This is an optimization exercise on Yosys and OpenROAD, whose aim is small area, not a production implementation. The RTL was checked by simulation tests, not by an equivalence proof against the original design. No activity file was given, so power comes from the tool's default toggle rates.

File: config.mk
export PLATFORM = sky130hd
export DESIGN_NAME = voice_filter
export DESIGN_NICKNAME = voice_filter
export VERILOG_FILES = /design/flow/design.v
export SDC_FILE = /design/flow/constraint.sdc
export NUM_CORES = 4
export LEC_CHECK = 0
export CAP_MARGIN = 20
export CORE_MARGIN = 2
export CORE_UTILIZATION = 52
export SLEW_MARGIN = 20
export BUFFER_PORTS_ARGS = -buffer_cell sky130_fd_sc_hd__buf_1
export CTS_ARGS = -sink_clustering_enable -repair_clock_nets -dont_use_dummy_load -sink_clustering_size 16 -sink_clustering_max_diameter 120 -buf_list {sky130_fd_sc_hd__clkbuf_16}
File: standard.sh
#!/bin/bash
# synth_recipe.tcl (not shown) runs the flow's synth.tcl, then flattens the netlist and writes it again
# the make line also repeats each setting of config.mk as NAME=value (left out here)
make -C /OpenROAD-flow-scripts/flow DESIGN_CONFIG=/design/flow/config.mk WORK_HOME=/design/flow/orfs CLKGATE_MAP_FILE= SYNTH_SCRIPT=/design/flow/synth_recipe.tcl "${@:-finish}"
File: flow/run.sh
#!/bin/bash
# The standard layout (the standard.sh, standard synthesis included),
# with two changes: the buffer that placement puts on every input and output
# port is sky130_fd_sc_hd__buf_1, and clock tree synthesis adds no dummy
# loads, and its sink clusters and buffers are set below.
set -euo pipefail
cd "$(dirname "$0")/.."
cat >> config.mk <<'MK'
export BUFFER_PORTS_ARGS = -buffer_cell sky130_fd_sc_hd__buf_1
export CTS_ARGS = -sink_clustering_enable -repair_clock_nets -dont_use_dummy_load -sink_clustering_size 16 -sink_clustering_max_diameter 120 -buf_list {sky130_fd_sc_hd__clkbuf_16}
MK
bash standard.sh finish > standard_flow.log 2>&1
File: constraint.sdc
create_clock -name core_clock -period 22.0 [get_ports {clk}]
set_input_delay 4.4000 -clock core_clock [delete_from_list [all_inputs] [get_ports {clk}]]
set_output_delay 4.4000 -clock core_clock [all_outputs]
set_load 0.01 [all_outputs]
File: design.v
module voice_filter (
    input  wire        clk,
    input  wire        rst,        
    input  wire        start,
    input  wire [31:0] x,
    input  wire        topo,       
    input  wire [1:0]  ftype,      
    input  wire [31:0] a0,
    input  wire [31:0] a1,
    input  wire [31:0] a2,
    input  wire [31:0] b1,
    input  wire [31:0] b2,
    input  wire [31:0] f1,
    input  wire [31:0] q,
    output reg         done,
    output wire [31:0] y
);
    reg [31:0] W0, W1, W2, W3, W4, W5;
    reg [2:0]  hs;
    reg        xsel, ysel;
    reg [5:0]  zf;
    reg [31:0] acc;                
    localparam [3:0] S_IDLE  = 4'd0,  S_MLOAD = 4'd1,  S_MIT   = 4'd2,
                     S_NORM  = 4'd3,  S_ROUND = 4'd4,  S_A0    = 4'd5,
                     S_SW1   = 4'd6,  S_SW2   = 4'd7,  S_A1    = 4'd8,
                     S_ALIGN = 4'd9,  S_LH    = 4'd10, S_WR    = 4'd11,
                     S_UPD0  = 4'd12, S_UPDX  = 4'd13;
    reg [3:0]  st;
    reg [3:0]  pc;                 
    reg [4:0]  cnt;                
    reg [2:0]  pend;               
    reg        swapped;
    reg [27:0] H;
    reg [26:0] L;
    reg signed [9:0] EH;
    reg        SH, SL;
    reg        nanF, infF;         
    localparam [1:0] K_MUL = 2'd0, K_ADD = 2'd1, K_LH = 2'd2;
    localparam [3:0] B_R = 4'd0, B_X = 4'd1, B_X1 = 4'd2, B_X2 = 4'd3,
                     B_Y1 = 4'd4, B_Y2 = 4'd5, B_LOW = 4'd6, B_BAND = 4'd7,
                     B_ACC = 4'd8, B_A0 = 4'd9, B_A1 = 4'd10, B_A2 = 4'd11,
                     B_B1 = 4'd12, B_B2 = 4'd13, B_F1 = 4'd14, B_Q = 4'd15;
    localparam [2:0] D_NONE = 3'd0, D_ACC = 3'd1, D_LOW = 3'd2,
                     D_BAND = 3'd3, D_Y1 = 3'd4;
    function [15:0] prog;
        input       tp;
        input [1:0] ft;
        input [3:0] p;
        begin
            prog = 16'd0;
            if (!tp) begin
                case (p)
                    4'd0: prog = {K_MUL, B_X,   B_A0, 2'b00, D_ACC,  1'b0};
                    4'd1: prog = {K_MUL, B_X1,  B_A1, 2'b00, D_NONE, 1'b0};
                    4'd2: prog = {K_ADD, B_ACC, B_A0, 2'b00, D_ACC,  1'b0};
                    4'd3: prog = {K_MUL, B_X2,  B_A2, 2'b00, D_NONE, 1'b0};
                    4'd4: prog = {K_ADD, B_ACC, B_A0, 2'b00, D_ACC,  1'b0};
                    4'd5: prog = {K_MUL, B_Y1,  B_B1, 2'b00, D_NONE, 1'b0};
                    4'd6: prog = {K_ADD, B_ACC, B_A0, 2'b01, D_ACC,  1'b0};
                    4'd7: prog = {K_MUL, B_Y2,  B_B2, 2'b00, D_NONE, 1'b0};
                    default: prog = {K_ADD, B_ACC, B_A0, 2'b01, D_Y1, 1'b1};
                endcase
            end else begin
                case (p)
                    4'd0: prog = {K_MUL, B_BAND, B_Q,  2'b00, D_ACC,  1'b0};
                    4'd1: prog = {K_MUL, B_BAND, B_F1, 2'b00, D_NONE, 1'b0};
                    4'd2: prog = {K_ADD, B_LOW,  B_A0, 2'b00, D_LOW,  1'b0};
                    4'd3: prog = {K_ADD, B_X,    B_A0, 2'b01, D_NONE, 1'b0};
                    4'd4: prog = {K_ADD, B_ACC,  B_A0, 2'b10, D_ACC,  1'b0};
                    4'd5: prog = {K_MUL, B_R,    B_F1, 2'b00, D_NONE, 1'b0};
                    4'd6: prog = {K_ADD, B_BAND, B_A0, 2'b00, D_BAND, ft == 2'd1};
                    default: prog = {K_LH, (ft == 2'd0) ? B_LOW : B_ACC, B_A0,
                                     2'b00, D_NONE, 1'b1};
                endcase
            end
        end
    endfunction
    wire [15:0] cur = prog(topo, ftype, pc);
    wire [15:0] nxt = prog(topo, ftype, pc + 4'd1);
    wire [1:0]  c_kind = cur[15:14];
    wire [3:0]  c_src  = cur[13:10];
    wire [3:0]  c_coef = cur[9:6];
    wire        c_negx = cur[5];
    wire        c_negy = cur[4];
    wire [2:0]  c_dest = cur[3:1];
    wire        c_last = cur[0];
    wire [3:0]  n_first = (nxt[15:14] == K_MUL) ? S_MLOAD :
                          (nxt[15:14] == K_ADD) ? S_A0 : S_LH;
    wire        e_ovf = !EH[9] && (EH[8:0] >= 9'd255);
    wire [31:0] R = nanF ? 32'h7FC00000 :
                    (infF || e_ovf) ? {SH, 8'hFF, 23'd0} :
                    {SH, H[26] ? EH[7:0] : 8'd0, H[25:3]};
    assign y = R;
    reg  [2:0] rslot;
    always @(*) begin
        case (c_src)
            B_X2:   rslot = {2'b00, xsel};
            B_X1:   rslot = {2'b00, !xsel};
            B_Y2:   rslot = {2'b01, ysel};
            B_Y1:   rslot = {2'b01, !ysel};
            B_LOW:  rslot = 3'd4;
            default: rslot = 3'd5;
        endcase
    end
    wire       src_ring = (c_src >= B_X1) && (c_src <= B_BAND);
    wire       rdy = !src_ring || (hs == rslot);
    wire       head_zero = zf[hs];
    reg  [10:0] sel;
    localparam  SL_R = 0, SL_X = 1, SL_RING = 2, SL_ACC = 3, SL_A0 = 4, SL_A1 = 5,
                SL_A2 = 6, SL_B1 = 7, SL_B2 = 8, SL_F1 = 9, SL_Q = 10;
    wire [31:0] bus =
        ({32{sel[SL_R]}}    & R)  |
        ({32{sel[SL_X]}}    & x)  |
        ({32{sel[SL_RING] && !head_zero}} & W0) |
        ({32{sel[SL_ACC]}}  & acc) |
        ({32{sel[SL_A0]}}   & a0) |
        ({32{sel[SL_A1]}}   & a1) |
        ({32{sel[SL_A2]}}   & a2) |
        ({32{sel[SL_B1]}}   & b1) |
        ({32{sel[SL_B2]}}   & b2) |
        ({32{sel[SL_F1]}}   & f1) |
        ({32{sel[SL_Q]}}    & q);
    wire [7:0]  be    = bus[30:23];
    wire [22:0] bf    = bus[22:0];
    wire        bden  = (be == 8'd0);
    wire [23:0] bm    = {!bden, bf};
    wire [7:0]  bex   = bden ? 8'd1 : be;
    wire        bzero = bden && (bf == 23'd0);
    wire        binf  = (be == 8'hFF) && (bf == 23'd0);
    wire        bnan  = (be == 8'hFF) && (bf != 23'd0);
    wire        eff_sub = SH ^ SL;
    wire        addmode = (st == S_A1) || (st == S_ALIGN);
    wire        stk     = H[0] | (|L);
    wire        rnd     = H[2] & (H[1] | stk | H[3]);
    wire [28:0] p1 = (st == S_MIT) ? (L[3] ? {2'b00, bm, 3'b000} : 29'd0) :
                     addmode ? (eff_sub ? {1'b1, ~{1'b0, L}} : {2'b00, L}) :
                     (st == S_ROUND) ? {25'd0, rnd, 3'b000} : 29'd0;
    wire [28:0] p2 = (st == S_MIT && L[4]) ? {1'b0, bm, 4'b0000} : 29'd0;
    wire [28:0] sum = {1'b0, H} + p1 + p2 + {28'd0, addmode & eff_sub};
    wire signed [9:0] s_dn = 10'sd1 - EH;             
    wire [7:0]  d_xh = bex - EH[7:0];
    wire [7:0]  d_hx = EH[7:0] - bex;
    wire        sx = bus[31] ^ c_negx;
    wire        sy = SH ^ c_negy;
    wire        y_zero = (H[26:3] == 24'd0);
    wire        yinf   = infF || e_ovf;      
    wire [2:0]  dslot = (st == S_UPDX) ? {2'b00, xsel} :
                        (st == S_UPD0) ? {2'b01, ysel} :
                        (c_dest == D_LOW) ? 3'd4 : 3'd5;
    wire        wr    = ((st == S_WR) || (st == S_UPD0) || (st == S_UPDX)) && (hs == dslot);
    wire [31:0] tail  = wr ? bus : W0;
    reg        e_useh, e_useb;
    reg signed [9:0] e_k;
    always @(*) begin
        e_useh = 1'b1; e_useb = 1'b0; e_k = 10'sd0;
        case (st)
            S_MLOAD: begin e_useh = 1'b0; e_useb = 1'b1; e_k = -10'sd126; end
            S_MIT:   begin e_useb = 1'b1; end
            S_NORM:  begin
                if (H[27] || (EH < 10'sd1 && s_dn < 10'sd2)) e_k = 10'sd1;
                else if (EH < 10'sd1) e_k = 10'sd2;
                else if ((H[26:19] == 8'd0) && (EH > 10'sd8)) e_k = -10'sd8;
                else e_k = -10'sd1;
            end
            S_ROUND: e_k = 10'sd1;
            default: begin e_useh = 1'b0; e_useb = 1'b1; end
        endcase
    end
    wire signed [9:0] eadd = (e_useh ? EH : 10'sd0) + (e_useb ? $signed({2'b00, bex}) : 10'sd0) + e_k;
    reg fin;
    always @(*) begin
        fin = 1'b0;
        case (st)
            S_MIT:   fin = (cnt == 5'd11) && (nanF || infF);
            S_ROUND: fin = 1'b1;
            S_A0:    fin = rdy && (bnan || nanF || binf || yinf || bzero || y_zero);
            S_LH:    fin = rdy;
            default: fin = 1'b0;
        endcase
    end
    reg [3:0] st_n, pc_n;
    always @(*) begin
        st_n = st;
        pc_n = pc;
        if (fin && (c_dest == D_NONE || c_dest == D_ACC) && !c_last)
            pc_n = pc + 4'd1;
        case (st)
            S_IDLE:  if (start) begin pc_n = 4'd0; st_n = S_MLOAD; end
            S_MLOAD: if (rdy) st_n = S_MIT;
            S_MIT:   if (cnt == 5'd11 && !(nanF || infF)) st_n = S_NORM;
            S_NORM:  if (!(n_r1a || n_und || n_left)) st_n = S_ROUND;
            S_A0:    if (a0go && !y_zero && !bzero)
                         st_n = ($signed({2'b00, bex}) > EH) ? S_SW1 : S_A1;
            S_SW1:   st_n = S_SW2;
            S_SW2:   if (rdy) st_n = S_A1;
            S_A1:    st_n = (eff_sub && (cnt == 5'd0) && !swapped && sum[28]) ? S_SW1 : S_ALIGN;
            S_ALIGN: if (al_add) st_n = S_NORM;
            S_WR:    if (hs == dslot) begin
                         if (c_last) st_n = S_IDLE;
                         else begin pc_n = pc + 4'd1; st_n = n_first; end
                     end
            S_UPDX:  if (hs == dslot) st_n = S_UPD0;
            S_UPD0:  if (hs == dslot) st_n = S_IDLE;
            default: ;
        endcase
        if (fin) begin
            if (c_dest == D_LOW || c_dest == D_BAND) st_n = S_WR;
            else if (c_dest == D_Y1)                 st_n = S_UPDX;
            else if (c_last)                         st_n = S_IDLE;
            else                                     st_n = n_first;
        end
        if (rst) st_n = S_IDLE;
    end
    wire [15:0] cur_n = prog(topo, ftype, pc_n);
    wire [3:0]  bsel_n = (st_n == S_MIT) ? cur_n[9:6] :
                         (st_n == S_UPDX) ? B_X :
                         (st_n == S_SW1 || st_n == S_WR || st_n == S_UPD0) ? B_R : cur_n[13:10];
    always @(posedge clk) begin
        st  <= st_n;
        pc  <= pc_n;
        sel[SL_R]    <= (bsel_n == B_R);
        sel[SL_X]    <= (bsel_n == B_X);
        sel[SL_RING] <= (bsel_n >= B_X1) && (bsel_n <= B_BAND);
        sel[SL_ACC]  <= (bsel_n == B_ACC);
        sel[SL_A0]   <= (bsel_n == B_A0);
        sel[SL_A1]   <= (bsel_n == B_A1);
        sel[SL_A2]   <= (bsel_n == B_A2);
        sel[SL_B1]   <= (bsel_n == B_B1);
        sel[SL_B2]   <= (bsel_n == B_B2);
        sel[SL_F1]   <= (bsel_n == B_F1);
        sel[SL_Q]    <= (bsel_n == B_Q);
    end
    wire norm   = (st == S_NORM);
    wire n_r1a  = norm && H[27];
    wire n_und  = norm && !H[27] && (EH < 10'sd1);
    wire n_col  = n_und && (s_dn >= 10'sd25);
    wire n_r2   = n_und && !(s_dn >= 10'sd25) && (s_dn >= 10'sd2);
    wire n_r1b  = n_und && (s_dn < 10'sd2);
    wire n_left = norm && !H[27] && !(EH < 10'sd1) && !H[26] && (H != 28'd0) && (EH > 10'sd1);
    wire n_l8   = n_left && (H[26:19] == 8'd0) && (EH > 10'sd8);
    wire n_l1   = n_left && !((H[26:19] == 8'd0) && (EH > 10'sd8));
    wire a0go   = (st == S_A0) && rdy && !(bnan || nanF) && !(binf || yinf);
    wire a0_ld  = a0go && y_zero && !bzero;
    wire a0_nrm = a0go && !y_zero && !bzero && !($signed({2'b00, bex}) > EH);
    wire al     = (st == S_ALIGN);
    wire al_col = al && (cnt >= 5'd26);
    wire al_r2  = al && (cnt < 5'd26) && (cnt >= 5'd2);
    wire al_r1  = al && (cnt == 5'd1);
    wire al_add = al && (cnt == 5'd0);
    wire rnd_c  = (st == S_ROUND) && sum[27];
    wire h_clr = ((st == S_MLOAD) && rdy) || n_col;
    wire h_s2  = (st == S_MIT) || n_r2;
    wire h_r1  = n_r1a || n_r1b;
    wire h_ld  = a0_ld || ((st == S_SW2) && rdy) || ((st == S_LH) && rdy);
    wire h_sum = al_add;
    wire h_rnd = (st == S_ROUND) && !sum[27];
    wire h_en  = h_clr || h_s2 || h_r1 || n_l8 || n_l1 || h_ld || h_sum || h_rnd || rnd_c;
    wire [27:0] H_n =
        ({28{h_s2}}  & {1'b0, sum[28:2]}) |
        ({28{h_r1}}  & {1'b0, H[27:1]}) |
        ({28{n_l8}}  & {H[19:0], L[26:19]}) |
        ({28{n_l1}}  & {H[26:0], L[26]}) |
        ({28{h_ld}}  & {1'b0, bm, 3'b000}) |
        ({28{h_sum}} & sum[27:0]) |
        ({28{h_rnd}} & {sum[27:3], 3'b000}) |
        ({28{rnd_c}} & 28'h4000000);
    wire l_ld  = ((st == S_MLOAD) && rdy) || a0_nrm || (st == S_SW1);
    wire l_m   = (st == S_MIT);
    wire l_r2  = n_r2 || al_r2;
    wire l_r1  = n_r1a || n_r1b || al_r1;
    wire l_clr = n_col || (st == S_ROUND) || al_add;
    wire l_en  = l_ld || l_m || l_r2 || l_r1 || n_l8 || n_l1 || l_clr || al_col;
    wire [26:0] L_n =
        ({27{l_ld}}   & {bm, 3'b000}) |
        ({27{l_m}}    & {H[1:0], L[26:5], 3'b000}) |
        ({27{l_r2}}   & {H[1:0], L[26:5], L[4], L[3], |L[2:0]}) |
        ({27{l_r1}}   & {H[0], L[26:2], L[1] | L[0]}) |
        ({27{n_l8}}   & {L[18:0], 8'd0}) |
        ({27{n_l1}}   & {L[25:0], 1'b0}) |
        ({27{al_col}} & {26'd0, |L});
    always @(posedge clk) begin
        if (h_en) H <= H_n;
        if (l_en) L <= L_n;
    end
    always @(posedge clk) begin
        W0 <= W1; W1 <= W2; W2 <= W3; W3 <= W4; W4 <= W5;
        W5 <= tail;
        hs <= (rst || hs >= 3'd5) ? 3'd0 : hs + 3'd1;
        if (rst) begin
            zf   <= 6'b111111;
            xsel <= 1'b0;
            ysel <= 1'b0;
        end else begin
            if (wr)
                zf[hs] <= 1'b0;
            if (wr && (st == S_UPDX))
                xsel <= !xsel;
            if (wr && (st == S_UPD0))
                ysel <= !ysel;
        end
        if (pend == D_ACC)  acc <= R;
        if (rst) begin
            pend <= D_NONE;
            done <= 1'b0;
        end else begin
            done <= 1'b0;
            pend <= D_NONE;
            if (fin && (c_dest == D_ACC))
                pend <= D_ACC;
            case (st)
                S_IDLE: if (start) begin
                end
                S_MLOAD: if (rdy) begin
                    SL  <= bus[31];
                    nanF <= bnan;    
                    infF <= binf;    
                    EH  <= eadd;
                    cnt <= 5'd0;
                end
                S_MIT: begin
                    if (cnt == 5'd0) begin
                        EH   <= eadd;
                        SH   <= SL ^ bus[31];
                        nanF <= nanF || bnan || (infF && bzero) || (binf && !(|L));
                        infF <= infF || binf;
                    end
                    cnt <= cnt + 5'd1;
                end
                S_NORM: begin
                    if (H[27]) begin
                        EH <= eadd;
                    end else if (EH < 10'sd1) begin
                        if (s_dn >= 10'sd25) begin
                            EH <= 10'sd1;
                        end else if (s_dn >= 10'sd2) begin
                            EH <= eadd;
                        end else begin
                            EH <= eadd;
                        end
                    end else if (!H[26] && (H != 28'd0) && (EH > 10'sd1)) begin
                        if ((H[26:19] == 8'd0) && (EH > 10'sd8)) begin
                            EH <= eadd;
                        end else begin
                            EH <= eadd;
                        end
                    end else begin
                    end
                end
                S_ROUND: begin
                    if (sum[27]) begin
                        EH <= eadd;
                    end else begin
                    end
                end
                S_A0: if (rdy) begin
                    nanF <= bnan || nanF || (binf && yinf && (sx != sy));
                    infF <= binf || yinf;
                    SH   <= sy;
                    if (!(bnan || nanF)) begin
                        if (binf || yinf) begin
                            SH <= binf ? sx : sy;
                        end else if (y_zero && bzero) begin
                            SH <= sx & sy;
                        end else if (y_zero) begin
                            EH <= eadd;
                            SH <= sx;
                        end else if (bzero) begin
                            SH <= sy;
                        end else if ($signed({2'b00, bex}) > EH) begin
                            swapped <= 1'b1;
                        end else begin
                            cnt <= (d_hx >= 8'd26) ? 5'd26 : d_hx[4:0];
                            SL <= sx;
                            swapped <= 1'b0;
                        end
                    end
                end
                S_SW1: begin
                    SL <= bus[31];
                end
                S_SW2: if (rdy) begin
                    EH <= eadd;
                    SH <= sx;
                    cnt <= (d_xh >= 8'd26) ? 5'd26 : d_xh[4:0];
                end
                S_A1: begin
                    if (eff_sub && (cnt == 5'd0) && !swapped && sum[28]) begin
                        swapped <= 1'b1;
                    end else begin
                    end
                end
                S_ALIGN: begin
                    if (cnt >= 5'd26) begin
                        cnt <= 5'd0;
                    end else if (cnt >= 5'd2) begin
                        cnt <= cnt - 5'd2;
                    end else if (cnt == 5'd1) begin
                        cnt <= 5'd0;
                    end else begin
                        if (sum[27:0] == 28'd0) SH <= 1'b0;
                    end
                end
                S_LH: if (rdy) begin
                    EH   <= eadd;
                    SH   <= bus[31];
                    nanF <= bnan;
                    infF <= binf;
                end
                S_WR: if (hs == dslot && c_last) done <= 1'b1;
                S_UPD0: if (hs == dslot) begin
                    done <= 1'b1;
                end
                default: ;
            endcase
            if (fin && c_last && (c_dest != D_LOW) && (c_dest != D_BAND) && (c_dest != D_Y1))
                done <= 1'b1;
        end
    end
endmodule
==> results of run 1 <==
-- cell type report --
| cell class | instances | area [sq um] |
|---|---|---|
| inverter | 160 | 603.1 |
| clock buffer | 25 | 625.6 |
| timing repair buffer | 331 | 1383 |
| sequential | 337 | 7819 |
| multi-input combinational | 1476 | 10780 |
| tap | 511 | 639.4 |
| antenna | 8 | 20.02 |
| fill | 3382 | 15530 |
-- Yosys cell counts (all sizes together), types with 48 or more instances --
master,count
o21ai,88
a21oi,84
nand2,220
inv,159
a222oi,77
edfxtp,107
dfxtp,230
nor2,116
clkbuf,89
ha,78
a22oi,67
xor2,48
nand3,77
-- report_power, final --
| part | total, W | switching, W | internal [W] |
|---|---|---|---|
| logic | 0.00176 | 0.00117 | 0.000594 |
| registers | 0.000970 | 0.000189 | 0.000781 |
| clock network | 0.000410 | 0.000211 | 0.000199 |
| total | 0.00314 | 0.00157 | 0.00157 |
-- registers in the layout, summed over array words and instances, names as in the netlist, 3 cells and up, named ones only --
register,flops
st,4
acc,32
zf,6
EH,10
W0,32
hs,3
W3,32
sel,11
L,27
W1,32
W4,32
cnt,5
pc,4
W2,32
W5,32
H,28
-- layout by cell type, fill, tap and decap left out, drive strengths merged, types with 26 or more instances in the layout --
cell type  Yosys  layout
nor4          34      34
a22oi         67      67
o21ai         88      88
inv          159     159
mux2          28      28
nand3         77      77
buf           24     330
nor3          35      35
dfxtp        230     230
a221o         26      26
nor2         116     116
edfxtp       107     107
a222oi        77      77
xor2          48      48
fa            37      37
xnor2         41      41
a22o          40      40
a221oi        39      39
a21oi         84      84
ha            78      78
clkbuf        89      26
and2          33      33
nand2        220     220
-- per-layer routing --
metal  wire length [microns]  vias to the layer above
met3                    9078                      196
met2                   32350                     1282
met5                      35                        -
met4                    3350                        6
met1                   31270                     9004
li1                        -                     8303
-- through the flow --
stage | util [%] | worst slack [ns]
after floorplan | - | 12.25
after global placement | 56.74 | 11.05
after detailed placement | 56.74 | 10.87
after CTS | 58.41 | 11.48
after global routing | 58.46 | 11.50
final | 58.48 | 11.68
-- worst register-to-register path, cell delays in order (launching register included) --
cell                        delay [ns]
sky130_fd_sc_hd__dfxtp_1          0.65
sky130_fd_sc_hd__mux4_2           0.62
sky130_fd_sc_hd__a221oi_4         0.30
sky130_fd_sc_hd__buf_4            0.45
sky130_fd_sc_hd__a221o_1          0.71
sky130_fd_sc_hd__a22oi_1          0.31
sky130_fd_sc_hd__fa_1             0.54
sky130_fd_sc_hd__inv_1            0.05
sky130_fd_sc_hd__ha_1             0.25
sky130_fd_sc_hd__a2111oi_0        0.42
sky130_fd_sc_hd__a32oi_1          0.24
sky130_fd_sc_hd__a31o_2           0.29
sky130_fd_sc_hd__o2111ai_1        0.18
sky130_fd_sc_hd__a41oi_1          0.22
sky130_fd_sc_hd__nor4b_1          0.69
sky130_fd_sc_hd__o21ai_0          0.32
sky130_fd_sc_hd__nand4_1          0.21
sky130_fd_sc_hd__nand2_1          0.17
sky130_fd_sc_hd__or3_1            0.39
sky130_fd_sc_hd__o2111a_1         0.25
sky130_fd_sc_hd__o21ai_2          0.34
sky130_fd_sc_hd__and4_1           0.25
-- cell families (layout without fill, tap and decap cells) --
family                     count (synthesis)  in the layout  synth area share (%)
adders and majority gates                115            115                 8.750
and+or+nand+nor                          629            629                 15.68
DFF                                      337            337                 39.85
muxes                                     33             33                 1.990
other                                      0              8                     0
AOI/OAI and AO/OA                        608            608                 23.97
xor gates and xnor gates                  91             91                 4.203
buffers and inverters                    273            516                 5.568
-- how the worst max path moves through the flow --
stage / startpoint / end / slack, ns
after floorplan: x[0] / EH[0] / 12.25
final: x[0] / H[23] / 11.68
after detailed placement: x[0] / H[13] / 10.87
after global placement: x[0] / H[13] / 11.05
after CTS: x[0] / H[23] / 11.48
after global routing: a0[10] / H[23] / 11.50
==> flow_summary.json, run 1 <==
{
  "avgRoutedWirePerCell_microns": 26.71,
  "fp.dieArea_sq_mm": 0.03930,
  "num_io_pins": 295,
  "ir_worst_vdd_mv": 0.08381,
  "clock_tree.root_cell": "sky130_fd_sc_hd__clkbuf_16",
  "timing.final.crit_period_ns": 10.32,
  "critPathKind": "in -> reg",
  "cp_common_cell": "sky130_fd_sc_hd__o21ai_0",
  "drt-vias-per-instance": 6.598,
  "groute.usage.overall_pct": 37.63,
  "status": "finished clean",
  "synth_cell_types": 99,
  "hold_depth": 0,
  "post-dp-hpwl_mm": 56.19,
  "synth_nets": 2463,
  "drive_above_1_share_pct": 6.612,
  "timing.final.crit_share_pct": 46.91,
  "final_nets": 2708,
  "cts_setup_buffers": 0,
  "cts_resized": 0,
  "maximum_fanout_encountered_on_the_critical_timing_path": 13,
  "grt_max_degree": 54,
  "slew-limit-headroom_pct": 22.54,
  "yosys_warnings": 1,
  "fin_area_sq_mm": 0.02187,
  "clock.fmax_mhz": 96.90,
  "syn-cell-area_sq_mm": 0.01962,
  "flow.area_growth_from_synthesis_pct": 11.49,
  "routed_wl_mm": 76.08,
  "async_reset_ff_share_pct": 0,
  "hold_violations": 0,
  "die_h_microns": 198.2,
  "placed_cells_incl_taps": 2815,
  "cp_num_cells": 26,
  "setup_violations": 0,
  "r2r_end": "sel[0]",
  "route.vias.total": 18791,
  "critPathCaptureType": "flip-flop",
  "initial_core_utilization_pct": 52.46,
  "fin_worst_skew_ns": 0.1001,
  "yosys-top-cells-area": "sky130_fd_sc_hd__dfxtp_1 23%, sky130_fd_sc_hd__edfxtp_1 16%, sky130_fd_sc_hd__ha_1 5.0%",
  "gr-usage-met2_pct": 55.48,
  "syn_area_per_cell_sq_um": 9.405,
  "synth_ff_type": "sky130_fd_sc_hd__dfxtp_1",
  "timing_worst_slew_pin_value_ns": 1.159,
  "grt_remaining_overflow": 0,
  "synth_edf_count": 107,
  "htreeDepth": 1,
  "io_buffer_count": 294,
  "cts_buffers": 25,
  "max-clock-path-buffers": 3,
  "top_usage_layer_grt": "met2",
  "clk_transition_reported_paths_ns": 0.07,
  "antenna_found_initial": 9,
  "placed_area_sq_mm": 0.02122,
  "cts_stage_hold_buffer_count": 0,
  "clkSinkCount": 337,
  "crit_path_top_delay_cell": "sky130_fd_sc_hd__a21oi_2",
  "worst_path_largest_cell_delay_ns": 0.61,
  "grt_util_met1_pct": 51.88,
  "rsz0062_at_grt": "false",
  "holdWs_ns": 0.2871,
  "worst_hold_startpoint": "W1[31]",
  "clkLatencyLatePin_ns": 0.60,
  "rr_worst_depth": 21,
  "type_of_the_worst_min_delay_path": "reg -> reg",
  "worstPathRequired_ns": 22.32,
  "synth.yosys.seq_area_share_pct": 39.85,
  "first_pass_iters": 11,
  "cap_violations": 0,
  "r2r-start": "hs[0]",
  "yosysTopAreaCell": "sky130_fd_sc_hd__dfxtp_1",
  "syn_inst": 2086,
  "cts_tree": "yes",
  "final_antenna_net_count": 0,
  "timing.hold.worst_endpoint": "W0[31]",
  "report.final.slew_viol_count": 0,
  "fp.coreArea_sq_mm": 0.03740,
  "total_power_of_the_final_layout_w": 0.003145,
  "yosys.area.top_type_share_pct": 23.47,
  "synth_seq_cells": 337,
  "number_of_global_route_vias_before_repair": 17255,
  "wire_length_of_the_first_global_routing_pass_mm": 110.2,
  "timing.reg2reg.setup_slack_ns": 14.12,
  "critical-path-top-delay-family": "compound AO/OA/AOI/OAI gates",
  "power_density_mw_per_mm2": 143.8,
  "start_kind": "primary input",
  "fin_tns_setup_ns": 0,
  "detail_route.iter0.violations": 2464,
  "remaining_drc_errors": 0,
  "dieWidth_microns": 198.2,
  "placement_rows": 71,
  "gp_congestion": 1.013,
  "layoutNonFillerInstCount": 2848,
  "power.leakage_nw": 8.621,
  "crit_buf_inv": 2,
  "cp.arrival_ns": 10.64,
  "grt.met3_usage_pct": 9.913
}
==> run 2, diff against run 1 <==
--- a/config.mk
+++ b/config.mk
@@ -8,5 +8,5 @@
 export CAP_MARGIN = 20
 export CORE_MARGIN = 2
-export CORE_UTILIZATION = 52
+export CORE_UTILIZATION = 40
 export SLEW_MARGIN = 20
 export BUFFER_PORTS_ARGS = -buffer_cell sky130_fd_sc_hd__buf_1
==> run 2 against run 1 <==
Compared with the run above: non-clock buffer count down 2; synthesized cell count unchanged; die area up 29%; register-to-register slack better by 0.08 ns; sequential share of layout area down 0.24 points; sequential power up 0.9%; critical path depth down 6; worst hold slack better by 0.0023 ns; global-route usage down 7.3 points; clock skew down 0.055 ns; fmax up 0.89%; setup slack better by 0.091 ns.
==> flow_summary.json, run 2 <==
{
  "synth.yosys.seq_area_share_pct": 39.85,
  "status": "finished clean",
  "first_pass_iters": 9,
  "power_density_mw_per_mm2": 143.2,
  "setup_violations": 0,
  "p_seq_share_pct": 31.1,
  "yosysTopAreaCell": "sky130_fd_sc_hd__dfxtp_1",
  "cts_buffers": 25,
  "synth_edf_count": 107,
  "clk_transition_reported_paths_ns": 0.09,
  "routed_wl_mm": 79.71,
  "yosys-top-cells-area": "sky130_fd_sc_hd__dfxtp_1 23%, sky130_fd_sc_hd__edfxtp_1 16%, sky130_fd_sc_hd__ha_1 5.0%",
  "route.vias.total": 18490,
  "syn-cell-area_sq_mm": 0.01962,
  "most_frequent_cells_in_the_layout": "294 x sky130_fd_sc_hd__buf_1, 229 x sky130_fd_sc_hd__dfxtp_1, 217 x sky130_fd_sc_hd__nand2_1",
  "post-dp-hpwl_mm": 60.52,
  "rsz0062_at_grt": "false",
  "clkSinkCount": 337,
  "critPathCaptureType": "flip-flop",
  "groute.usage.overall_pct": 30.34,
  "antenna_found_initial": 1,
  "detail_route.iter0.violations": 2532,
  "cp.arrival_ns": 10.72,
  "io_buffer_count": 294,
  "async_reset_ff_share_pct": 0,
  "worstPathRequired_ns": 22.50,
  "ir_worst_vdd_mv": 0.06241,
  "final_nets": 2706,
  "fin_tns_setup_ns": 0,
  "sw_frac_of_total_pct": 50.07,
  "flow.area_growth_from_synthesis_pct": 12.23,
  "syn_inst": 2086,
  "comb_power_share_pct": 55.6,
  "synth_most_common_cell": "sky130_fd_sc_hd__dfxtp_1",
  "rr_worst_depth": 24,
  "remaining_drc_errors": 0,
  "number_of_global_route_vias_before_repair": 17659,
  "fp.coreArea_sq_mm": 0.04865,
  "report.final.slew_viol_count": 0,
  "clock.fmax_mhz": 97.77,
  "grt_remaining_overflow": 0,
  "critPathKind": "in -> reg",
  "netlist_top_cells_count": "230 x sky130_fd_sc_hd__dfxtp_1, 219 x sky130_fd_sc_hd__nand2_1, 156 x sky130_fd_sc_hd__inv_1, 115 x sky130_fd_sc_hd__nor2_1, 107 x sky130_fd_sc_hd__edfxtp_1",
  "power.leakage_nw": 8.616,
  "switchingPower_w": 0.001578,
  "dieWidth_microns": 225.5,
  "wire_length_of_the_first_global_routing_pass_mm": 115.3,
  "timing_worst_slew_pin_value_ns": 1.100,
  "intPower_w": 0.001574,
  "max-clock-path-buffers": 3,
  "drive_above_1_share_pct": 6.489,
  "final_antenna_net_count": 0,
  "start_kind": "primary input",
  "drt-vias-per-instance": 6.264,
  "slew-limit-headroom_pct": 26.69,
  "yosys_warnings": 1,
  "fp.dieArea_sq_mm": 0.05083,
  "placement_rows": 81,
  "power_frac_clock_pct": 13.3,
  "hold_depth": 0,
  "type_of_the_worst_min_delay_path": "reg -> reg",
  "synth_seq_cells": 337,
  "timing.final.crit_period_ns": 10.23,
  "syn_area_per_cell_sq_um": 9.405,
  "htreeDepth": 1,
  "clock_tree.root_cell": "sky130_fd_sc_hd__clkbuf_16",
  "yosys.area.top_type_share_pct": 23.47,
  "cts_setup_buffers": 0,
  "cts_resized": 0,
  "cts_tree": "yes",
  "synth_ff_type": "sky130_fd_sc_hd__dfxtp_1",
  "fin_worst_skew_ns": 0.04523,
  "maximum_fanout_encountered_on_the_critical_timing_path": 11,
  "num_io_pins": 295,
  "synth_cell_types": 99,
  "die_h_microns": 225.5,
  "synth_nets": 2463,
  "avgRoutedWirePerCell_microns": 27.00,
  "timing.final.crit_share_pct": 46.49,
  "layout_commonest_cell": "sky130_fd_sc_hd__buf_1",
  "cap_violations": 0,
  "cts_stage_hold_buffer_count": 0,
  "holdWs_ns": 0.2895,
  "clkLatencyLatePin_ns": 0.58,
  "hold_violations": 0,
  "gp_congestion": 1.001,
  "initial_core_utilization_pct": 40.33,
  "grt_max_degree": 54
}
==> run 2: cell counts after synthesis <==
Identical to the previous run, type by type.
==> run 2: path summary, 6_finish.rpt <==
kind	end	slack, ns	start
setup / recovery	sel[0]	11.77	a0[15]
hold / removal	W4[21]	0.29	W5[21]
setup reg to reg	sel[0]	14.20	hs[0]
hold reg to reg	W4[21]	0.29	W5[21]
==> run 2: power by group through the flow <==
stage               Sequential, W  Combinational [W]  Clock [W]
floorplan                0.000879            0.00118          0
global placement         0.000985            0.00169          0
detailed placement       0.000986            0.00170          0
CTS                      0.000971            0.00171   0.000426
global route             0.000985            0.00190   0.000446
finish                   0.000979            0.00175   0.000421
==> run 2: per-layer routing <==
metal / routed length (microns) / GRT usage [%] / vias up
met5: 0 / 0 / -
met4: 3782 / 13.27 / 0
met3: 7077 / 4.863 / 159
met2: 36340 / 50.11 / 1042
met1: 32520 / 39.21 / 9000
li1: - / - / 8289
==> run 2: kinds of logic (layout without fill, tap and decap cells) <==
logic type / Yosys count / count (layout) / share of synthesized area (%)
xor+xnor: 91 / 91 / 4.203
mux: 33 / 33 / 1.990
compound gates: 608 / 608 / 23.97
fa+ha+maj: 115 / 115 / 8.750
other cells: 0 / 3 / 0
simple gates: 629 / 629 / 15.68
buf+inv: 273 / 514 / 5.568
flops: 337 / 337 / 39.85
==> run 2: final cells by class <==
type / count / area (sq um)
Multi-Input combinational cell: 1476 / 10790
Tap cell: 622 / 778.2
Timing Repair Buffer: 329 / 1390
Sequential cell: 337 / 7819
Clock buffer: 25 / 625.6
Inverter: 160 / 603.1
Antenna cell: 3 / 7.507
Fill cell: 4771 / 26630
==> run 2: worst max-delay path, cell delays in order <==
cell	delay, ns
sky130_fd_sc_hd__buf_1	0.07
sky130_fd_sc_hd__a222oi_1	0.79
sky130_fd_sc_hd__nand3_1	0.33
sky130_fd_sc_hd__a221o_1	0.53
sky130_fd_sc_hd__a22oi_1	0.42
sky130_fd_sc_hd__fa_1	0.50
sky130_fd_sc_hd__inv_1	0.07
sky130_fd_sc_hd__ha_1	0.29
sky130_fd_sc_hd__o2111ai_1	0.14
sky130_fd_sc_hd__a32oi_1	0.13
sky130_fd_sc_hd__a31o_2	0.27
sky130_fd_sc_hd__o2111ai_1	0.19
sky130_fd_sc_hd__a41oi_1	0.27
sky130_fd_sc_hd__o21a_1	0.26
sky130_fd_sc_hd__or3b_2	0.50
sky130_fd_sc_hd__a311o_1	0.41
sky130_fd_sc_hd__or3_1	0.33
sky130_fd_sc_hd__o2111a_1	0.25
sky130_fd_sc_hd__o21ai_2	0.33
sky130_fd_sc_hd__and4_1	0.23
==> run 2: per-stage QoR <==
step	cell area (sq um)	utilization, %	instances	setup WS (ns)	total power (W)
6_report	22020	45.26	2952	11.77	0.003152
5_1_grt	22010	45.25	2950	11.52	0.003326
4_1_cts	21980	45.18	2948	11.93	0.003111
3_5_place_dp	21350	43.90	2923	11.39	0.002686
3_3_place_gp	21340	43.87	2922	11.44	0.002672
2_1_floorplan	19620	-	2086	12.25	0.002059
==> run 3, diff against run 2 <==
--- a/flow/run.sh
+++ b/flow/run.sh
@@ -8,5 +8,5 @@
 cat >> config.mk <<'MK'
 export BUFFER_PORTS_ARGS = -buffer_cell sky130_fd_sc_hd__buf_1
-export CTS_ARGS = -sink_clustering_enable -repair_clock_nets -dont_use_dummy_load -sink_clustering_size 16 -sink_clustering_max_diameter 120 -buf_list {sky130_fd_sc_hd__clkbuf_16}
+export CTS_ARGS = -sink_clustering_enable -repair_clock_nets -dont_use_dummy_load -sink_clustering_size 8 -sink_clustering_max_diameter 90 -buf_list {sky130_fd_sc_hd__clkbuf_4 sky130_fd_sc_hd__clkbuf_8}
 MK
 bash standard.sh finish > standard_flow.log 2>&1
--- a/config.mk
+++ b/config.mk
@@ -11,3 +11,3 @@
 export SLEW_MARGIN = 20
 export BUFFER_PORTS_ARGS = -buffer_cell sky130_fd_sc_hd__buf_1
-export CTS_ARGS = -sink_clustering_enable -repair_clock_nets -dont_use_dummy_load -sink_clustering_size 16 -sink_clustering_max_diameter 120 -buf_list {sky130_fd_sc_hd__clkbuf_16}
+export CTS_ARGS = -sink_clustering_enable -repair_clock_nets -dont_use_dummy_load -sink_clustering_size 8 -sink_clustering_max_diameter 90 -buf_list {sky130_fd_sc_hd__clkbuf_4 sky130_fd_sc_hd__clkbuf_8}
==> run 3 against run 2 <==
Compared with the run above: still clean on timing, DRC and antenna; sequential share of layout area fell by 0.060 points; total power about the same; utilization grew 0.077 points; first-iteration DRC count decreased by 4.3%; sequential cell count stayed put; largest cell class unchanged.
==> flow_summary.json, run 3 <==
{
  "fin_worst_skew_ns": 0.04880,
  "cts_stage_hold_buffer_count": 0,
  "cts_buffers": 48,
  "grt_max_degree": 54,
  "yosys_warnings": 1,
  "comb_power_share_pct": 55.5,
  "die_h_microns": 225.5,
  "p_seq_share_pct": 31.1,
  "remaining_drc_errors": 0,
  "rsz0062_at_grt": "false",
  "final_antenna_net_count": 0,
  "yosys.area_share.simple_pct": 15.68,
  "wire_length_of_the_first_global_routing_pass_mm": 116.3,
  "cp.arrival_ns": 10.77,
  "groute.usage.overall_pct": 30.74,
  "synth.yosys.seq_area_share_pct": 39.85,
  "worst_slack_ns": 11.75,
  "yosysTopAreaCell": "sky130_fd_sc_hd__dfxtp_1",
  "power.leakage_nw": 8.653,
  "async_reset_ff_share_pct": 0,
  "syn-cell-area_sq_mm": 0.01962,
  "synthesized_area_fraction_occupied_by_ao_oa_aoi_and_oai_cells_pct": 23.97,
  "dieWidth_microns": 225.5,
  "final_nets": 2729,
  "maximum_fanout_encountered_on_the_critical_timing_path": 11,
  "flow.area_growth_from_synthesis_pct": 12.42,
  "io_buffer_count": 294,
  "post-place-ws_ns": 11.39,
  "intPower_w": 0.001568,
  "placed_cells_incl_taps": 2923,
  "drive_above_1_share_pct": 7.404,
  "cts_resized": 0,
  "status": "finished clean",
  "gr-usage-met2_pct": 49.65,
  "switchingPower_w": 0.001587,
  "number_of_global_route_vias_before_repair": 17864,
  "cap_violations": 0,
  "route.vias.total": 18754,
  "critPathCaptureType": "flip-flop",
  "clkLatencyLatePin_ns": 0.62,
  "ir_worst_vdd_mv": 0.05476,
  "dominant_combinational_cell_family_by_area_after_synthesis": "compound AO/OA/AOI/OAI gates",
  "gp_congestion": 1.001,
  "placement_rows": 81,
  "fp.coreArea_sq_mm": 0.04865,
  "power_density_mw_per_mm2": 143.0,
  "clkSinkCount": 337,
  "report.final.slew_viol_count": 0,
  "yosys.area_share.xor_xnor_pct": 4.203,
  "routed_wl_mm": 80.32,
  "num_io_pins": 295,
  "htreeDepth": 2,
  "clock_tree.root_cell": "sky130_fd_sc_hd__clkbuf_8",
  "yosys.area.top_type_share_pct": 23.47,
  "most_frequent_cells_in_the_layout": "294 x sky130_fd_sc_hd__buf_1, 229 x sky130_fd_sc_hd__dfxtp_1, 217 x sky130_fd_sc_hd__nand2_1",
  "grt_util_met1_pct": 39.30,
  "fin_area_sq_mm": 0.02205,
  "max-clock-path-buffers": 3,
  "synth_ff_type": "sky130_fd_sc_hd__dfxtp_1",
  "synth_adder_area_share_pct": 8.750,
  "slew-limit-headroom_pct": 28.02,
  "antenna_found_initial": 5,
  "clock.fmax_mhz": 97.58,
  "cts_tree": "yes",
  "synth_nets": 2463,
  "syn_area_per_cell_sq_um": 9.405,
  "initial_core_utilization_pct": 40.33,
  "timing.reg2reg.setup_slack_ns": 14.21,
  "sw_frac_of_total_pct": 50.31,
  "fin_tns_setup_ns": 0,
  "post-dp-hpwl_mm": 60.52,
  "synth_cell_types": 99,
  "type_of_the_worst_min_delay_path": "reg -> reg",
  "synth_seq_cells": 337,
  "clk_transition_reported_paths_ns": 0.06,
  "detail_route.iter0.violations": 2423,
  "netlist_top_cells_count": "230 x sky130_fd_sc_hd__dfxtp_1, 219 x sky130_fd_sc_hd__nand2_1, 156 x sky130_fd_sc_hd__inv_1, 115 x sky130_fd_sc_hd__nor2_1, 107 x sky130_fd_sc_hd__edfxtp_1",
  "nFillCells": 4794,
  "grt.met3_usage_pct": 6.115,
  "layoutNonFillerInstCount": 2976,
  "post_synth_mux_area_share_pct": 1.990,
  "fp.dieArea_sq_mm": 0.05083,
  "worstPathRequired_ns": 22.52,
  "timing_worst_slew_pin_value_ns": 1.080,
  "placed_area_sq_mm": 0.02135,
  "synth_most_common_cell": "sky130_fd_sc_hd__dfxtp_1",
  "avgRoutedWirePerCell_microns": 26.99,
  "layout_commonest_cell": "sky130_fd_sc_hd__buf_1",
  "synth_edf_count": 107,
  "power_frac_clock_pct": 13.4,
  "timing.final.crit_share_pct": 46.58,
  "syn_inst": 2086,
  "cts_setup_buffers": 0,
  "drt-vias-per-instance": 6.302,
  "yosys-top-cells-area": "sky130_fd_sc_hd__dfxtp_1 23%, sky130_fd_sc_hd__edfxtp_1 16%, sky130_fd_sc_hd__ha_1 5.0%",
  "start_kind": "primary input",
  "hold_violations": 0,
  "grt_remaining_overflow": 0,
  "setup_violations": 0,
  "layout.core_utilization_pct": 45.34,
  "first_pass_iters": 10,
  "critPathKind": "in -> reg",
  "timing.final.crit_period_ns": 10.25,
  "top_usage_layer_grt": "met2"
}
-- run 3: cell counts after synthesis --
Identical to the previous run, type by type.
-- run 3: power groups by stage --
stage	logic [W]	clock network [W]	registers, W
finish	0.00175	0.000423	0.000980
global route	0.00190	0.000456	0.000986
CTS	0.00171	0.000432	0.000972
detailed placement	0.00170	0	0.000986
global placement	0.00169	0	0.000985
floorplan	0.00118	0	0.000879
-- run 3: layout make-up --
cell class	count	area, sq um	share of cell area (%)
antenna	4	10.01	0.04538
multi-input combinational	1476	10790	48.94
tap	622	778.2	3.529
inverter	160	603.1	2.734
timing repair buffer	329	1390	6.303
sequential	337	7819	35.45
clock buffer	48	660.6	2.995
-- run 3: metrics by stage --
| stage | hold slack, ns | total power, W |
|---|---|---|
| 2_1_floorplan | 0.3096 | 0.002059 |
| 3_3_place_gp | 0.3096 | 0.002672 |
| 3_5_place_dp | 0.3121 | 0.002686 |
| 4_1_cts | 0.3173 | 0.003118 |
| 5_1_grt | 0.3091 | 0.003337 |
| 6_report | 0.2988 | 0.003155 |
-- run 3: layer usage --
metal	vias up	wire [microns]
met4	2	4109
met1	9119	32430
met2	1107	36180
met3	185	7584
li1	8341	-
met5	-	14
-- run 3: critical path, stage by stage --
cell                        delay (ns)
sky130_fd_sc_hd__buf_1            0.07
sky130_fd_sc_hd__a222oi_1         0.79
sky130_fd_sc_hd__nand3_1          0.35
sky130_fd_sc_hd__a221o_1          0.52
sky130_fd_sc_hd__a22oi_1          0.41
sky130_fd_sc_hd__fa_1             0.50
sky130_fd_sc_hd__inv_1            0.07
sky130_fd_sc_hd__ha_1             0.29
sky130_fd_sc_hd__o2111ai_1        0.14
sky130_fd_sc_hd__a32oi_1          0.13
sky130_fd_sc_hd__a31o_2           0.27
sky130_fd_sc_hd__o2111ai_1        0.20
sky130_fd_sc_hd__a41oi_1          0.27
sky130_fd_sc_hd__o21a_1           0.26
sky130_fd_sc_hd__or3b_2           0.49
sky130_fd_sc_hd__a311o_1          0.41
sky130_fd_sc_hd__or3_1            0.33
sky130_fd_sc_hd__o2111a_1         0.25
sky130_fd_sc_hd__o21ai_2          0.35
sky130_fd_sc_hd__and4_1           0.24
-- run 3: path summary, 6_finish.rpt --
path | startpoint | endpoint | depth (start not counted)
hold reg to reg | W2[4] | W1[4] | 0
setup / recovery | a0[15] | sel[0] | 20
hold / removal | W2[4] | W1[4] | 0
setup reg to reg | hs[0] | sel[0] | 24
-- run 3: logic make-up (layout without fill, tap and decap cells) --
group / Yosys count / in the layout
buffers and inverters: 273 / 537
DFF: 337 / 337
adders and majority gates: 115 / 115
other: 0 / 4
xor gates and xnor gates: 91 / 91
and+or+nand+nor: 629 / 629
muxes: 33 / 33
AOI/OAI and AO/OA: 608 / 608
==> run 4, diff against run 3 <==
--- a/flow/run.sh
+++ b/flow/run.sh
@@ -8,5 +8,5 @@
 cat >> config.mk <<'MK'
 export BUFFER_PORTS_ARGS = -buffer_cell sky130_fd_sc_hd__buf_1
-export CTS_ARGS = -sink_clustering_enable -repair_clock_nets -dont_use_dummy_load -sink_clustering_size 8 -sink_clustering_max_diameter 90 -buf_list {sky130_fd_sc_hd__clkbuf_4 sky130_fd_sc_hd__clkbuf_8}
+export CTS_ARGS = -sink_clustering_enable -repair_clock_nets -dont_use_dummy_load -sink_clustering_size 10 -sink_clustering_max_diameter 100 -buf_list {sky130_fd_sc_hd__clkbuf_8}
 MK
 bash standard.sh finish > standard_flow.log 2>&1
--- a/config.mk
+++ b/config.mk
@@ -11,3 +11,3 @@
 export SLEW_MARGIN = 20
 export BUFFER_PORTS_ARGS = -buffer_cell sky130_fd_sc_hd__buf_1
-export CTS_ARGS = -sink_clustering_enable -repair_clock_nets -dont_use_dummy_load -sink_clustering_size 8 -sink_clustering_max_diameter 90 -buf_list {sky130_fd_sc_hd__clkbuf_4 sky130_fd_sc_hd__clkbuf_8}
+export CTS_ARGS = -sink_clustering_enable -repair_clock_nets -dont_use_dummy_load -sink_clustering_size 10 -sink_clustering_max_diameter 100 -buf_list {sky130_fd_sc_hd__clkbuf_8}
==> run 4 against run 3 <==
Compared with the run above: clock power down about 10%; largest power group unchanged; final cell count down 0.34%; worst hold slack better by 0.0037 ns; register-to-register slack about the same; synthesized cell count unchanged; still clean; non-clock buffer count did not move; via count fell by 0.55%; setup slack worse by 0.13 ns; largest cell class unchanged.
==> flow_summary.json, run 4 <==
{
  "fp.coreArea_sq_mm": 0.04865,
  "number_of_global_route_vias_before_repair": 17784,
  "worst_path_largest_cell_delay_ns": 0.91,
  "start_kind": "primary input",
  "grt_remaining_overflow": 0,
  "routed_wl_mm": 80.22,
  "power.leakage_nw": 8.589,
  "cts_tree": "yes",
  "sw_frac_of_total_pct": 50.71,
  "synth_most_common_cell": "sky130_fd_sc_hd__dfxtp_1",
  "cts_setup_buffers": 0,
  "cts_buffers": 39,
  "power_frac_clock_pct": 12.2,
  "nFillCells": 4805,
  "antenna_found_initial": 3,
  "groute.usage.overall_pct": 30.68,
  "yosys-top-cells-area": "sky130_fd_sc_hd__dfxtp_1 23%, sky130_fd_sc_hd__edfxtp_1 16%, sky130_fd_sc_hd__ha_1 5.0%",
  "drt-vias-per-instance": 6.288,
  "critical-path-top-delay-family": "compound AO/OA/AOI/OAI gates",
  "timing.final.crit_share_pct": 47.19,
  "clkLatencyLatePin_ns": 0.63,
  "fin_worst_skew_ns": 0.05582,
  "synth_nets": 2463,
  "syn-cell-area_sq_mm": 0.01962,
  "yosys_warnings": 1,
  "flow.area_growth_from_synthesis_pct": 11.77,
  "power_density_mw_per_mm2": 141.7,
  "cts_resized": 0,
  "placement_rows": 81,
  "num_io_pins": 295,
  "p_seq_share_pct": 31.5,
  "synth_ff_type": "sky130_fd_sc_hd__dfxtp_1",
  "syn_area_per_cell_sq_um": 9.405,
  "yosysTopAreaCell": "sky130_fd_sc_hd__dfxtp_1",
  "htreeDepth": 2,
  "wire_length_of_the_first_global_routing_pass_mm": 116.0,
  "die_h_microns": 225.5,
  "most_frequent_cells_in_the_layout": "294 x sky130_fd_sc_hd__buf_1, 229 x sky130_fd_sc_hd__dfxtp_1, 217 x sky130_fd_sc_hd__nand2_1",
  "placed_area_sq_mm": 0.02135,
  "final_nets": 2720,
  "critPathCaptureType": "flip-flop",
  "avgRoutedWirePerCell_microns": 27.05,
  "io_buffer_count": 294,
  "worstPathRequired_ns": 22.54,
  "type_of_the_worst_min_delay_path": "reg -> reg",
  "synth_edf_count": 107,
  "critical_path.cell_chain": "buf_1 > a222oi_1 > nand3_1 > a221o_1 > a22oi_1 > fa_1 > inv_1 > ha_1 > o2111ai_1 > a32oi_1 > a31o_2 > o2111ai_1 > a41oi_1 > o21a_1 > or3b_2 > a311o_1 > or3_1 > o2111a_1 > o21ai_2 > and4_1",
  "yosys.area.top_type_share_pct": 23.47,
  "cts_stage_hold_buffer_count": 0,
  "clock_tree.root_cell": "sky130_fd_sc_hd__clkbuf_8",
  "slew-limit-headroom_pct": 27.36,
  "timing_worst_slew_pin_value_ns": 1.090,
  "worst_slack_ns": 11.62,
  "remaining_drc_errors": 0,
  "dieWidth_microns": 225.5,
  "crit_path_top_delay_cell": "sky130_fd_sc_hd__a222oi_1",
  "post-place-ws_ns": 11.39,
  "rsz0062_at_grt": "false",
  "synth_seq_cells": 337,
  "detail_route.iter0.violations": 2429,
  "intPower_w": 0.001532,
  "drive_above_1_share_pct": 7.048,
  "max-clock-path-buffers": 3,
  "cp.arrival_ns": 10.92,
  "clock.fmax_mhz": 96.33,
  "crit_buf_inv": 2,
  "ir_worst_vdd_mv": 0.05571,
  "fin_area_sq_mm": 0.02193,
  "cap_violations": 0,
  "netlist_top_cells_count": "230 x sky130_fd_sc_hd__dfxtp_1, 219 x sky130_fd_sc_hd__nand2_1, 156 x sky130_fd_sc_hd__inv_1, 115 x sky130_fd_sc_hd__nor2_1, 107 x sky130_fd_sc_hd__edfxtp_1",
  "comb_power_share_pct": 56.3,
  "timing.final.crit_period_ns": 10.38,
  "first_pass_iters": 8,
  "synth.yosys.seq_area_share_pct": 39.85,
  "clkSinkCount": 337,
  "maximum_fanout_encountered_on_the_critical_timing_path": 11,
  "critPathKind": "in -> reg",
  "status": "finished clean",
  "synth_cell_types": 99,
  "fp.dieArea_sq_mm": 0.05083,
  "final_antenna_net_count": 0,
  "syn_inst": 2086,
  "fin_tns_setup_ns": 0,
  "route.vias.total": 18651,
  "clk_transition_reported_paths_ns": 0.09,
  "post-dp-hpwl_mm": 60.52,
  "cp_common_cell": "sky130_fd_sc_hd__o2111ai_1",
  "switchingPower_w": 0.001576,
  "hold_violations": 0,
  "report.final.slew_viol_count": 0,
  "layout_commonest_cell": "sky130_fd_sc_hd__buf_1",
  "gp_congestion": 1.001,
  "grt_max_degree": 54,
  "async_reset_ff_share_pct": 0,
  "initial_core_utilization_pct": 40.33,
  "setup_violations": 0
}
run 4: cell count changes in the layout (fill, tap and decap cells not counted):
cell	before	now
sky130_fd_sc_hd__clkbuf_8	48	39
sky130_fd_sc_hd__diode_2	4	3
run 4: power groups by stage:
stage,sequential (W),clock [W],combinational (W)
4_1_cts,0.000972,0.000387,0.00171
2_1_floorplan,0.000879,0,0.00118
5_1_grt,0.000985,0.000407,0.00190
3_5_place_dp,0.000986,0,0.00170
6_report,0.000979,0.000379,0.00175
3_3_place_gp,0.000985,0,0.00169
run 4: metrics by stage:
step                cells  total power [W]  hold slack [ns]  utilization, %
floorplan            2086         0.002059           0.3096               -
global placement     2922         0.002672           0.3096           43.87
detailed placement   2923         0.002686           0.3121           43.90
CTS                  2962         0.003073           0.3001           45.00
global route         2965         0.003289           0.3172           45.07
finish               2966         0.003107           0.3025           45.08
run 4: worst reg2reg max path, cell delays in order (launching register included):
cell	delay (ns)
sky130_fd_sc_hd__dfxtp_1	0.63
sky130_fd_sc_hd__mux4_2	0.62
sky130_fd_sc_hd__a221oi_4	0.32
sky130_fd_sc_hd__buf_4	0.44
sky130_fd_sc_hd__a211oi_1	0.33
sky130_fd_sc_hd__nand2_1	0.30
sky130_fd_sc_hd__nor4_1	0.11
sky130_fd_sc_hd__nand2_2	0.22
sky130_fd_sc_hd__nor2b_1	0.28
sky130_fd_sc_hd__ha_1	0.19
sky130_fd_sc_hd__inv_1	0.07
sky130_fd_sc_hd__fa_1	0.46
sky130_fd_sc_hd__a21o_1	0.19
sky130_fd_sc_hd__a21oi_1	0.21
sky130_fd_sc_hd__o21ai_0	0.16
sky130_fd_sc_hd__o211a_1	0.17
sky130_fd_sc_hd__o41ai_1	0.78
sky130_fd_sc_hd__inv_1	0.18
sky130_fd_sc_hd__nor4_1	0.42
sky130_fd_sc_hd__o211a_1	0.21
sky130_fd_sc_hd__a31oi_2	0.19
sky130_fd_sc_hd__or3_1	0.42
sky130_fd_sc_hd__o2111a_1	0.25
sky130_fd_sc_hd__o21ai_2	0.35
sky130_fd_sc_hd__and4_1	0.24
run 4: final timing paths:
| check | startpoint | to | slack, ns | cells after the start |
|---|---|---|---|---|
| worst max-delay path | a0[15] | sel[0] | 11.62 | 20 |
| worst min-delay path | W1[21] | W0[21] | 0.30 | 0 |
| worst max register to register | hs[0] | sel[0] | 14.22 | 24 |
| worst min register to register | W1[21] | W0[21] | 0.30 | 0 |
run 4: kinds of logic (layout without fill, tap and decap cells):
kind of cell    count (synthesis)  in the layout  share of synthesized area [%]
mux                            33             33                          1.990
buf+inv                       273            528                          5.568
other cells                     0              3                              0
xor+xnor                       91             91                          4.203
simple gates                  629            629                          15.68
fa+ha+maj                     115            115                          8.750
flops                         337            337                          39.85
compound gates                608            608                          23.97
run 4: layout make-up:
cell class | count | area (sq um) | share of cell area, %
Tap cell | 622 | 778.2 | 3.549
Inverter | 160 | 603.1 | 2.750
Antenna cell | 3 | 7.507 | 0.03423
Sequential cell | 337 | 7819 | 35.66
Clock buffer | 39 | 536.8 | 2.448
Multi-Input combinational cell | 1476 | 10790 | 49.22
Timing Repair Buffer | 329 | 1390 | 6.339
run 4: routing by layer:
layer / share of wire [%] / global-route usage [%] / vias up
li1: - / - / 8312
met5: 0 / 0 / -
met3: 9.3 / 5.698 / 175
met1: 41 / 39.49 / 9078
met4: 5.3 / 14.76 / 0
met2: 45 / 49.64 / 1086
==> run 5, diff against run 4 <==
--- a/design.v
+++ b/design.v
@@ -180,11 +180,14 @@
     end
     reg [3:0] st_n, pc_n;
+    reg       pc_inc, pc_zero;
     always @(*) begin
         st_n = st;
         pc_n = pc;
+        pc_inc = 1'b0;
+        pc_zero = 1'b0;
         if (fin && (c_dest == D_NONE || c_dest == D_ACC) && !c_last)
-            pc_n = pc + 4'd1;
+            begin pc_n = pc + 4'd1; pc_inc = 1'b1; end
         case (st)
-            S_IDLE:  if (start) begin pc_n = 4'd0; st_n = S_MLOAD; end
+            S_IDLE:  if (start) begin pc_n = 4'd0; pc_zero = 1'b1; st_n = S_MLOAD; end
             S_MLOAD: if (rdy) st_n = S_MIT;
             S_MIT:   if (cnt == 5'd11 && !(nanF || infF)) st_n = S_NORM;
@@ -198,5 +201,5 @@
             S_WR:    if (hs == dslot) begin
                          if (c_last) st_n = S_IDLE;
-                         else begin pc_n = pc + 4'd1; st_n = n_first; end
+                         else begin pc_n = pc + 4'd1; pc_inc = 1'b1; st_n = n_first; end
                      end
             S_UPDX:  if (hs == dslot) st_n = S_UPD0;
@@ -212,5 +215,5 @@
         if (rst) st_n = S_IDLE;
     end
-    wire [15:0] cur_n = prog(topo, ftype, pc_n);
+    wire [15:0] cur_n = pc_zero ? prog(topo, ftype, 4'd0) : pc_inc ? nxt : cur;
     wire [3:0]  bsel_n = (st_n == S_MIT) ? cur_n[9:6] :
                          (st_n == S_UPDX) ? B_X :
==> run 5 against run 4 <==
Compared with the run above: still clean on timing, DRC and antenna; clock power hardly changed; first-iteration DRC count fell by 10%; clock-buffer cell count increased by 1; clock skew down 0.015 ns; fmax is 2.0% lower; synthesized cell count up 0.53%; combinational power shrank 14%; worst hold slack gained 0.0081 ns; highest routed layer is now met5.
==> flow_summary.json, run 5 <==
{
  "start_kind": "primary input",
  "syn_area_per_cell_sq_um": 9.295,
  "hold_depth": 0,
  "cts_setup_buffers": 0,
  "wire_length_of_the_first_global_routing_pass_mm": 111.7,
  "fin_worst_skew_ns": 0.04106,
  "layout_commonest_cell": "sky130_fd_sc_hd__buf_1",
  "r2r-start": "EH[1]",
  "clock.fmax_mhz": 94.37,
  "top_usage_layer_grt": "met2",
  "p_seq_share_pct": 33.9,
  "comb_power_share_pct": 52.7,
  "fin_tns_setup_ns": 0,
  "async_reset_ff_share_pct": 0,
  "report.final.slew_viol_count": 0,
  "number_of_global_route_vias_before_repair": 17823,
  "drive_above_1_share_pct": 6.020,
  "placed_area_sq_mm": 0.02117,
  "groute.usage.overall_pct": 29.19,
  "critPathCaptureType": "flip-flop",
  "grt_util_met1_pct": 39.73,
  "synth_ff_type": "sky130_fd_sc_hd__dfxtp_1",
  "r2r_end": "sel[8]",
  "fp.coreArea_sq_mm": 0.04795,
  "grt.met3_usage_pct": 4.820,
  "cts_buffers": 40,
  "syn-cell-area_sq_mm": 0.01949,
  "grt_max_degree": 54,
  "synth.yosys.seq_area_share_pct": 40.21,
  "synth_cell_types": 94,
  "intPower_w": 0.001447,
  "ir_worst_vdd_mv": 0.04740,
  "gp_congestion": 0.9433,
  "timing_worst_slew_pin_value_ns": 1.039,
  "first_pass_iters": 9,
  "critPathKind": "in -> reg",
  "post-dp-hpwl_mm": 56.01,
  "synth_nets": 2471,
  "timing.reg2reg.setup_slack_ns": 14.13,
  "total_power_of_the_final_layout_w": 0.002850,
  "gr-usage-met2_pct": 44.50,
  "cts_resized": 0,
  "drt-vias-per-instance": 6.318,
  "max-clock-path-buffers": 3,
  "cp.arrival_ns": 11.12,
  "htreeDepth": 2,
  "worst_hold_startpoint": "W4[26]",
  "avgRoutedWirePerCell_microns": 25.51,
  "post-place-ws_ns": 10.75,
  "yosysTopAreaCell": "sky130_fd_sc_hd__dfxtp_1",
  "yosys-top-cells-area": "sky130_fd_sc_hd__dfxtp_1 24%, sky130_fd_sc_hd__edfxtp_1 16%, sky130_fd_sc_hd__ha_1 4.8%",
  "cap_violations": 0,
  "nFillCells": 4737,
  "clkLatencyLatePin_ns": 0.61,
  "initial_core_utilization_pct": 40.65,
  "synth_seq_cells": 338,
  "clkSinkCount": 338,
  "rsz0062_at_grt": "false",
  "timing.final.crit_period_ns": 10.60,
  "yosys.area.top_type_share_pct": 23.73,
  "route.vias.total": 18694,
  "rr_worst_depth": 26,
  "cts_stage_hold_buffer_count": 0,
  "syn_inst": 2097,
  "synth_edf_count": 107,
  "hold_violations": 0,
  "most_frequent_cells_in_the_layout": "294 x sky130_fd_sc_hd__buf_1, 230 x sky130_fd_sc_hd__dfxtp_1, 200 x sky130_fd_sc_hd__nand2_1",
  "worstPathRequired_ns": 22.52,
  "io_buffer_count": 294,
  "cts_tree": "yes",
  "power.leakage_nw": 8.397,
  "netlist_top_cells_count": "231 x sky130_fd_sc_hd__dfxtp_1, 200 x sky130_fd_sc_hd__nand2_1, 141 x sky130_fd_sc_hd__inv_1, 118 x sky130_fd_sc_hd__nor2_1, 110 x sky130_fd_sc_hd__o21ai_0",
  "dieWidth_microns": 224.7,
  "antenna_found_initial": 4,
  "fin_area_sq_mm": 0.02174,
  "setup_violations": 0,
  "sw_frac_of_total_pct": 49.23,
  "type_of_the_worst_min_delay_path": "reg -> reg",
  "maximum_fanout_encountered_on_the_critical_timing_path": 10,
  "die_h_microns": 224.7,
  "yosys_warnings": 1,
  "detail_route.iter0.violations": 2184,
  "clock_tree.root_cell": "sky130_fd_sc_hd__clkbuf_8",
  "slew-limit-headroom_pct": 30.76,
  "switchingPower_w": 0.001403,
  "flow.area_growth_from_synthesis_pct": 11.54,
  "synth_most_common_cell": "sky130_fd_sc_hd__dfxtp_1",
  "final_antenna_net_count": 0,
  "holdWs_ns": 0.3106,
  "num_io_pins": 295,
  "placement_rows": 80,
  "timing.final.crit_share_pct": 48.17,
  "grt_remaining_overflow": 0,
  "remaining_drc_errors": 0,
  "worst_slack_ns": 11.40,
  "power_frac_clock_pct": 13.3,
  "clk_transition_reported_paths_ns": 0.08,
  "routed_wl_mm": 75.49,
  "final_nets": 2718,
  "power_density_mw_per_mm2": 131.1,
  "timing.hold.worst_endpoint": "W3[26]",
  "status": "finished clean",
  "fp.dieArea_sq_mm": 0.05051
}
==> run 5: cell families (layout without fill, tap and decap cells) <==
family	count (synthesis)	in the layout	share of synthesized area (%)
AO/OA/AOI/OAI	631	631	24.14
XOR/XNOR	84	84	3.775
adder cells (fa/ha/maj)	112	112	8.615
buffers and inverters	267	512	5.354
flip-flops	338	338	40.21
multiplexers	31	31	1.817
other	0	2	0
AND/OR/NAND/NOR	634	634	16.09
==> run 5: routing by layer <==
layer	share of wire, %	wire [microns]
met4	5.5	4139
met5	0.017	13
met2	43	32460
met1	43	32440
met3	8.5	6431
==> run 5: critical path, stage by stage <==
cell,delay (ns)
sky130_fd_sc_hd__buf_1,0.22
sky130_fd_sc_hd__a221oi_1,0.30
sky130_fd_sc_hd__nand3_1,0.20
sky130_fd_sc_hd__a221oi_1,0.72
sky130_fd_sc_hd__o221ai_1,0.23
sky130_fd_sc_hd__o21ai_0,0.13
sky130_fd_sc_hd__nand2_1,0.08
sky130_fd_sc_hd__ha_1,0.28
sky130_fd_sc_hd__ha_1,0.35
sky130_fd_sc_hd__o21ai_0,0.13
sky130_fd_sc_hd__o21a_1,0.21
sky130_fd_sc_hd__o21ai_0,0.35
sky130_fd_sc_hd__a311oi_1,0.29
sky130_fd_sc_hd__o21a_1,0.29
sky130_fd_sc_hd__o31ai_1,0.67
sky130_fd_sc_hd__xor2_1,0.20
sky130_fd_sc_hd__a32oi_1,0.32
sky130_fd_sc_hd__nor4b_1,0.37
sky130_fd_sc_hd__a211o_1,0.22
sky130_fd_sc_hd__a21oi_2,0.09
sky130_fd_sc_hd__or3_1,0.38
sky130_fd_sc_hd__o21ai_1,0.08
sky130_fd_sc_hd__a221o_1,0.36
sky130_fd_sc_hd__nor3b_1,0.24
==> run 5: cell type report <==
| cell class | instances | area (sq um) | share of cell area [%] |
|---|---|---|---|
| inverters | 145 | 544.3 | 2.504 |
| well taps | 615 | 769.5 | 3.540 |
| clock buffers | 40 | 550.5 | 2.532 |
| diodes | 2 | 5.005 | 0.02302 |
| flip-flops and latches | 338 | 7839 | 36.06 |
| multi-input cells | 1492 | 10680 | 49.13 |
| repair buffers | 327 | 1351 | 6.216 |
==> run 5: how the worst max path moves through the flow <==
stage	from	endpoint	slack, ns
finish	q[0]	sel[8]	11.40
global route	a1[0]	sel[6]	10.98
CTS	a1[0]	sel[0]	11.35
detailed placement	a1[0]	sel[0]	10.75
global placement	a1[0]	sel[0]	11.10
floorplan	a0[5]	sel[10]	12.51
==> run 5: power by group through the flow <==
stage / sequential, W / clock, W / combinational, W
detailed placement: 0.000974 / 0 / 0.00146
CTS: 0.000961 / 0.000391 / 0.00147
global route: 0.000976 / 0.000411 / 0.00164
global placement: 0.000974 / 0 / 0.00144
finish: 0.000967 / 0.000380 / 0.00150
floorplan: 0.000874 / 0 / 0.00101
==> run 5: through the flow <==
step	utilization, %	cells
2_1_floorplan	-	2097
3_3_place_gp	44.15	2917
3_5_place_dp	44.15	2917
4_1_cts	45.30	2957
5_1_grt	45.34	2959
6_report	45.34	2959

[separate check: timing with driven ports]
The flow's constraints put no driver on any port. The routed layouts listed below were extracted and timed again, unchanged, in two steps. Step 1: set_driving_cell puts a clkbuf_16 on clk and a buf_2 on each other input, an assumption about the parent block. Step 2 adds t to the input delays and takes it off the output delays; t is the mean of the earliest and latest rising clock arrival at the registers after step 1. Input paths then give back, and output paths get back, about the clock's delay inside the block. Slacks: ideal ports / drivers / drivers and shift; pairs: ideal ports / drivers.
run	t (ns)	slack for setup (ns)	clock arrival spread, ns	cell pins on the clock port's net
run 1	0.609	11.680 / 11.715 / 11.106	0.101 / 0.100	1
run 2	0.619	11.772 / 11.802 / 11.184	0.045 / 0.045	1
run 3	0.645	11.752 / 11.773 / 11.127	0.049 / 0.049	1
run 4	0.653	11.619 / 11.645 / 10.992	0.056 / 0.055	1
run 5	0.647	11.403 / 11.431 / 10.784	0.041 / 0.041	1
After both steps setup and hold are still met in every run listed. For run 4, which loses most, drivers alone change the setup slack by +0.026 ns; drivers and shift together by -0.627 ns.
